Background: an optimization exercise with open tools, aiming at small area, a short achievable clock period and few clock cycles per item. Do not read the settings as production practice. The RTL was checked by simulation tests, not by an equivalence proof against the original design. No activity file was given, so power comes from the tool's default toggle rates.

## tundra
==> flow/design.v (excerpt) <==
module lpc_synth (
    input  wire        clk,
    input  wire        rst,
    input  wire        in_valid,
    output wire        in_ready,
    input  wire [15:0] in_data,
    output wire        out_valid,
    input  wire        out_ready,
    output wire [15:0] out_data,
    output wire [7:0]  out_sexp
);
    localparam [2:0] M_COEF  = 3'd0,    
                     M_PRIME = 3'd1,    
                     M_RUN   = 3'd2,    
                     M_LOAD  = 3'd3,    
                     M_DELTA = 3'd4,    
                     M_ALIGN = 3'd5,    
                     M_DRAIN = 3'd6;    
    reg  [2:0]  mode;
    reg         ph;           
    reg         ph7n;         
    reg         rpass;        
    reg         conc;         
    reg         resc;         
    reg         spec;         
    reg  [3:0]  wcnt;         
    reg  [6:0]  lw;           
    reg  [4:0]  nxn;          
    reg  [6:0]  t;            
    reg  [6:0]  t0;           
    reg  [6:0]  hidx;         
    reg  [6:0]  nc;           
    reg  [2:0]  dstep;        
    reg         r_run_odd;    
    reg         r_take;       
    reg         r_take_conc;  
    reg         r_take_ring;  
    reg         r_coef;       
    reg         r_load;       
    reg         r_cont;       
    reg         r_align;      
    reg  [15:0] coef [1:16];
    reg  [15:0] nx   [1:16];        
    reg  [15:0] rq   [0:79];        
    reg  [15:0] st   [0:15];        
    reg  [15:0] de_z1;
    reg  [4:0]  sexp;               
    reg  [4:0]  dlt;                
    reg  [14:0] hm;                 
  ...
clock: 12.0 ns
lec_check: 0
cap_margin: 20
core_margin: 2
core_utilization: 40
place_density: 0.6
slew_margin: 20
run.sh (not shown) runs the stock make flow with config.mk's settings and CLKGATE_MAP_FILE= SYNTH_SCRIPT=/design/flow/synth_recipe.tcl, a recipe that flattens the netlist after the stock synthesis.
Testbench counts of tundra, summed over its fixed seeds: cycles 21,804, frames 60.
diff inputs: tundra => raven
- setting SETUP_SLACK_MARGIN to 5 for the first time
Notes after the runs:
raven finished every step from synthesis to the final layout, and the layout passed the timing, design-rule and antenna checks.
Relative area of clock buffers and inverters in the final design across raven and tundra: no real change.
Looking at raven and tundra, the cell area after placement is a wash.
Combinational power: raven vs tundra up about 1%
Diff tundra -> raven: synthesized area held, post-detailed-routing wire length down 1.3%, part of the total power dissipated in combinational logic grew by 0.4 points.
Diff tundra -> raven: global-route usage fell 0.26 points, number of max-slew violations in the final report about even.
Between raven and tundra, the cell count figures differ only marginally.

== alpha ==
Another version of the RTL of lpc_synth (not shown whole).
Size: about 25000 cells after synthesis, about 4800 flip-flops, roughly 46 I/O pins, roughly 0.24 mm^2 of cells after synthesis.
clock: 12.0 ns
lec_check: 0
abc_area: 1
cap_margin: 10
core_margin: 2
core_utilization: 55
place_density: 0.72
slew_margin: 10
standard.sh (not shown) runs the stock make flow with config.mk's settings and CLKGATE_MAP_FILE= SYNTH_SCRIPT=/design/flow/synth_recipe.tcl, a recipe that flattens the netlist after the stock synthesis.
==> flow/flow/run.sh <==
#!/bin/bash
set -euo pipefail
bash standard.sh SETUP_SLACK_MARGIN=7.6 finish > standard.log 2>&1
In summary, alpha completed successfully, with a layout that passed the timing, design-rule and antenna checks.
Testbench counts of alpha, summed over its fixed seeds: cycles 21,564, frames 60.
--- input diff alpha..beta ---
- changing SLEW_MARGIN from 10 to 20
- changing CAP_MARGIN from 10 to 20
- changing CORE_UTILIZATION from 55 to 40
- changing PLACE_DENSITY from 0.72 to 0.6
### Flow results
On setup slack, alpha beats beta. Higher clock distribution area overhead in the final layout was reported by beta, not alpha. Relative to alpha, number of cells traversed by the worst register-to-register path has increased by 1 in beta. beta: number of buffers and inverters on the critical path is 2 higher than what alpha reported. Going from alpha to beta, global routing met2 resource utilization shows a reduction of 11 points; delay contributed by the slowest stage of the critical path shows a reduction of 0.14 ns; worst clock skew shows a reduction of 0.041 ns; total of clock buffers placed in the layout shows an increase of 5.8%. Comparing the two runs side by side, beta comes out ahead of alpha on first-iteration DRC count. Layout overhead on the synthesized area up 2.0 points in beta wrt alpha.

try-willow:
Starting RTL as in the previous note.
==> flow/config.mk <==
export PLATFORM = sky130hd
export DESIGN_NAME = lpc_synth
export DESIGN_NICKNAME = lpc_synth
export VERILOG_FILES = /design/flow/design.v
export SDC_FILE = /design/flow/constraint.sdc
export NUM_CORES = 8
export LEC_CHECK = 0
export ABC_AREA = 1
export CAP_MARGIN = 10
export CORE_MARGIN = 2
export CORE_UTILIZATION = 62
export PLACE_DENSITY = 0.78
export SLEW_MARGIN = 10
==> flow/constraint.sdc <==
create_clock -name core_clock -period 12.0 [get_ports {clk}]
set_input_delay 2.4000 -clock core_clock [delete_from_list [all_inputs] [get_ports {clk}]]
set_output_delay 2.4000 -clock core_clock [all_outputs]
set_load 0.01 [all_outputs]
Scripts as last shown in full above: flow/flow/run.sh
try-willow | status: complete | timing, DRC, antenna: pass
Testbench counts of try-willow, summed over its fixed seeds: cycles 21,564, frames 60.
Setup changes, try-willow to try-zinc
# try-willow
export LEC_CHECK = 0
export ABC_AREA = 1
export CAP_MARGIN = 10
export CORE_MARGIN = 2
export CORE_UTILIZATION = 62
export PLACE_DENSITY = 0.78
export SLEW_MARGIN = 10
create_clock -name core_clock -period 12.0 [get_ports {clk}]
# try-zinc
export LEC_CHECK = 0
export ABC_AREA = 1
export CAP_MARGIN = 5
export CORE_MARGIN = 2
export CORE_UTILIZATION = 55
export PLACE_DENSITY = 0.72
export SLEW_MARGIN = 5
create_clock -name core_clock -period 12.0 [get_ports {clk}]
[summary]
- On count of clock-buffer cells in the layout, the higher figure sits with try-zinc, not try-willow.
- The number of non-clock inverters of try-zinc and that of try-willow are within noise of each other.
- try-zinc — largest fanout on the critical path 38 higher, try-willow as reference
- Placed instance area of try-zinc exceeds that of try-willow slightly.
For try-lagoon, these inputs were changed with respect to try-zinc:
# try-zinc
export LEC_CHECK = 0
export ABC_AREA = 1
export CAP_MARGIN = 5
export CORE_MARGIN = 2
export CORE_UTILIZATION = 55
export PLACE_DENSITY = 0.72
export SLEW_MARGIN = 5
create_clock -name core_clock -period 12.0 [get_ports {clk}]
# try-lagoon
export LEC_CHECK = 0
export ABC_AREA = 1
export CAP_MARGIN = 10
export CORE_MARGIN = 2
export CORE_UTILIZATION = 40
export PLACE_DENSITY = 0.6
export SLEW_MARGIN = 10
create_clock -name core_clock -period 12.0 [get_ports {clk}]
==> flow/flow/run.sh <==
#!/bin/bash
set -euo pipefail
bash standard.sh SETUP_SLACK_MARGIN=8.0 finish > standard.log 2>&1
### Flow results
Each of the runs, namely try-lagoon and try-zinc, reached the end of the flow and came out clean. Compare try-lagoon and try-zinc | final instance area higher: try-lagoon. Diff try-lagoon and try-zinc: worst relative slew slack lower in try-zinc. met2 routing resource usage after global routing is lower on try-lagoon. Looking only at post-route core utilization, and setting everything else aside, the higher value of try-lagoon and try-zinc goes to try-zinc. Relative to try-zinc, flip-flop and latch share of the layout cell area has decreased by 1.1 points in try-lagoon. On floorplan die width, the higher figure sits with try-lagoon, not try-zinc. Compare try-lagoon and try-zinc | required time of the critical path higher: try-zinc. try-lagoon against try-zinc: total wire length moved up, non-clock buffer count went up by about 35%, met3 track demand over resource shows a reduction of 3.6 points. Re signed area change from the synthesized netlist to the final layout: try-lagoon and try-zinc aren't equal, and the higher value belongs to try-lagoon.
### try-lagoon -> try-indigo
# try-lagoon
export LEC_CHECK = 0
export ABC_AREA = 1
export CAP_MARGIN = 10
export CORE_MARGIN = 2
export CORE_UTILIZATION = 40
export PLACE_DENSITY = 0.6
export SLEW_MARGIN = 10
create_clock -name core_clock -period 12.0 [get_ports {clk}]
# try-indigo
export LEC_CHECK = 0
export ABC_AREA = 1
export CAP_MARGIN = 10
export CORE_MARGIN = 2
export CORE_UTILIZATION = 55
export PLACE_DENSITY = 0.72
export SLEW_MARGIN = 10
create_clock -name core_clock -period 12.0 [get_ports {clk}]
### Flow results
Having completed the whole flow, try-indigo delivered a layout that passed the timing, design-rule and antenna checks. Summary of try-indigo over try-lagoon: routed wire length now sits lower; floorplan die area now sits lower. Cells: try-indigo has fewer instances than try-lagoon. NOTE total placed instance area try-lagoon->try-indigo decreased slightly. Compared try-lagoon against try-indigo; multi-input combinational cell count within noise. Between try-indigo and try-lagoon, the difference in critical path's largest stage delay is negligible. Against try-lagoon, try-indigo comes in 2.1 points lower on synthesis-to-layout area growth. Number of rows created at floorplan | try-indigo below try-lagoon.

## job 5469
lpc_synth, a different RTL version from the one above (not shown whole).
Size in the first run: ~25000 cells after synthesis, ~4500 flip-flops, roughly 250000 sq um of cells after synthesis.
==> flow/config.mk <==
export PLATFORM = sky130hd
export DESIGN_NAME = lpc_synth
export DESIGN_NICKNAME = lpc_synth
export VERILOG_FILES = /design/flow/design.v
export SDC_FILE = /design/flow/constraint.sdc
export NUM_CORES = 8
export LEC_CHECK = 0
export ABC_AREA = 1
export CAP_MARGIN = 20
export CORE_MARGIN = 2
export CORE_UTILIZATION = 40
export PLACE_DENSITY = 0.6
export SLEW_MARGIN = 20
==> flow/constraint.sdc <==
create_clock -name core_clock -period 12.0 [get_ports {clk}]
set_input_delay 2.4000 -clock core_clock [delete_from_list [all_inputs] [get_ports {clk}]]
set_output_delay 2.4000 -clock core_clock [all_outputs]
set_load 0.01 [all_outputs]
==> flow/flow/run.sh <==
#!/bin/bash
set -euo pipefail
bash standard.sh SETUP_SLACK_MARGIN=7.6 finish > standard.log 2>&1
Testbench counts of job 5469, summed over its fixed seeds: cycles 21,564, frames 60.
What job 9738 does differently from job 5469 at the input level:
Settings: removing ABC_AREA (formerly 1).
==> flow/flow/run.sh <==
#!/bin/bash
set -euo pipefail
bash standard.sh SETUP_SLACK_MARGIN=8.2 finish > standard.log 2>&1
Notes after the runs:
[compare] base=job 5469 new=job 9738: total wire length has decreased, final core area utilization higher, via count of the first global-routing pass went down 6581. The higher adder-cell share of the synthesized area of job 5469 and job 9738 is in job 9738. Higher power goes to job 9738 over job 5469.
> inputs changed (job 9738 -> job 2149)
==> flow/flow/run.sh <==
#!/bin/bash
set -euo pipefail
bash standard.sh SETUP_SLACK_MARGIN=7.6 finish > standard.log 2>&1
- In the metrics for job 2149 and job 9738, the one carrying the lower clock skew is job 2149.
- Of the two values seen for destination of the critical timing path, bnegn[6] was produced by job 9738 and bnegn[5] by job 2149.
- From job 9738 to job 2149 the numbers moved as follows: total number of nets in the final design went down; routed via count divided by cell count went down; worst setup slack went down; maximum net fanout on the critical path went down; first-iteration DRC count went down.
- From job 9738 to job 2149 the numbers moved as follows: die area stayed essentially flat; post-route core utilization fell by 1.9 points.
Here is what was changed in the inputs of job 1033 compared with job 2149.
==> flow/run.sh (new file) <==
#!/bin/bash
# synth_recipe.tcl (not shown) runs the flow's synth.tcl, then flattens the netlist and writes it again
# the make line also repeats each setting of config.mk as NAME=value (left out here)
make -C /OpenROAD-flow-scripts/flow DESIGN_CONFIG=/design/flow/config.mk WORK_HOME=/design/flow/orfs CLKGATE_MAP_FILE= SYNTH_SCRIPT=/design/flow/synth_recipe.tcl finish
removed: flow/flow/run.sh
removed: flow/standard.sh
[summary]
Note that the internal power consumption recorded for job 2149 amounts to 1.06 times the value seen in job 1033. Against job 2149 as the reference, job 1033 delivers a lower final routed wire length divided by cell count. When job 1033 is set beside job 2149, its sequential share of layout area turns out to be 0.64 points larger. Row global-route wire length before repair: job 1033 lower / job 2149 higher. [compare] base=job 2149 new=job 1033: combinational power share shrank by 2.3 points; non-clock buffer count went down 179; part of the power in the clock network saw an increase. Run comparison: job 1033 cell at the slowest stage of the critical path or3_2; job 2149 cell at the slowest stage of the critical path fa_1. Job 2149 has a lower sequential group share of total power than job 1033.

[afterwards: timing with drivers on the ports]
In the flow no input, the clock included, has a driving cell. The finished layouts below were timed again as built, in two steps. Step 1 sets driving cells, clkbuf_16 on the clock port and buf_2 on the other inputs (assumed; they add their load-dependent delay and slew). Step 2 times the ports against the registers' clock, not the clock port: input delays grow and output delays shrink by t, the midpoint of the rising clock arrivals with the driver on. a / b / c = no drivers / after step 1 / after step 2; a / b = the first two.
run	shift t [ns]	slack for setup (ns)	hold slack, ns	clock arrival spread, ns	pins driven straight from the clock port
tundra	1.155	5.665 / 5.538 / 5.659	0.290 / 0.290 / 0.290	0.130 / 0.130	1
raven	1.149	5.560 / 5.560 / 5.560	0.231 / 0.231 / 0.231	0.148 / 0.149	1
alpha	1.135	7.587 / 7.534 / 6.804	0.227 / 0.227 / 0.227	0.138 / 0.137	1
beta	1.196	7.561 / 7.561 / 6.759	0.285 / 0.285 / 0.285	0.103 / 0.103	1
try-willow	1.146	7.534 / 7.534 / 6.752	0.276 / 0.276 / 0.276	0.135 / 0.135	1
try-zinc	1.135	7.587 / 7.534 / 6.804	0.227 / 0.227 / 0.227	0.138 / 0.137	1
try-lagoon	1.182	7.933 / 7.802 / 7.079	0.298 / 0.298 / 0.298	0.096 / 0.096	1
try-indigo	1.176	7.801 / 7.669 / 7.092	0.265 / 0.265 / 0.265	0.143 / 0.144	1
job 5469	1.166	7.565 / 7.565 / 6.769	0.277 / 0.277 / 0.277	0.148 / 0.148	1
job 9738	1.159	7.462 / 7.462 / 7.123	0.271 / 0.271 / 0.271	0.133 / 0.133	1
job 2149	1.163	7.453 / 7.453 / 6.684	0.265 / 0.265 / 0.265	0.141 / 0.141	1
job 1033	1.157	6.356 / 6.356 / 6.356	0.272 / 0.272 / 0.272	0.140 / 0.140	1
After both steps every run listed still meets setup and hold. For try-lagoon, which loses most, drivers alone change the setup slack by -0.131 ns; drivers and shift together by -0.854 ns.
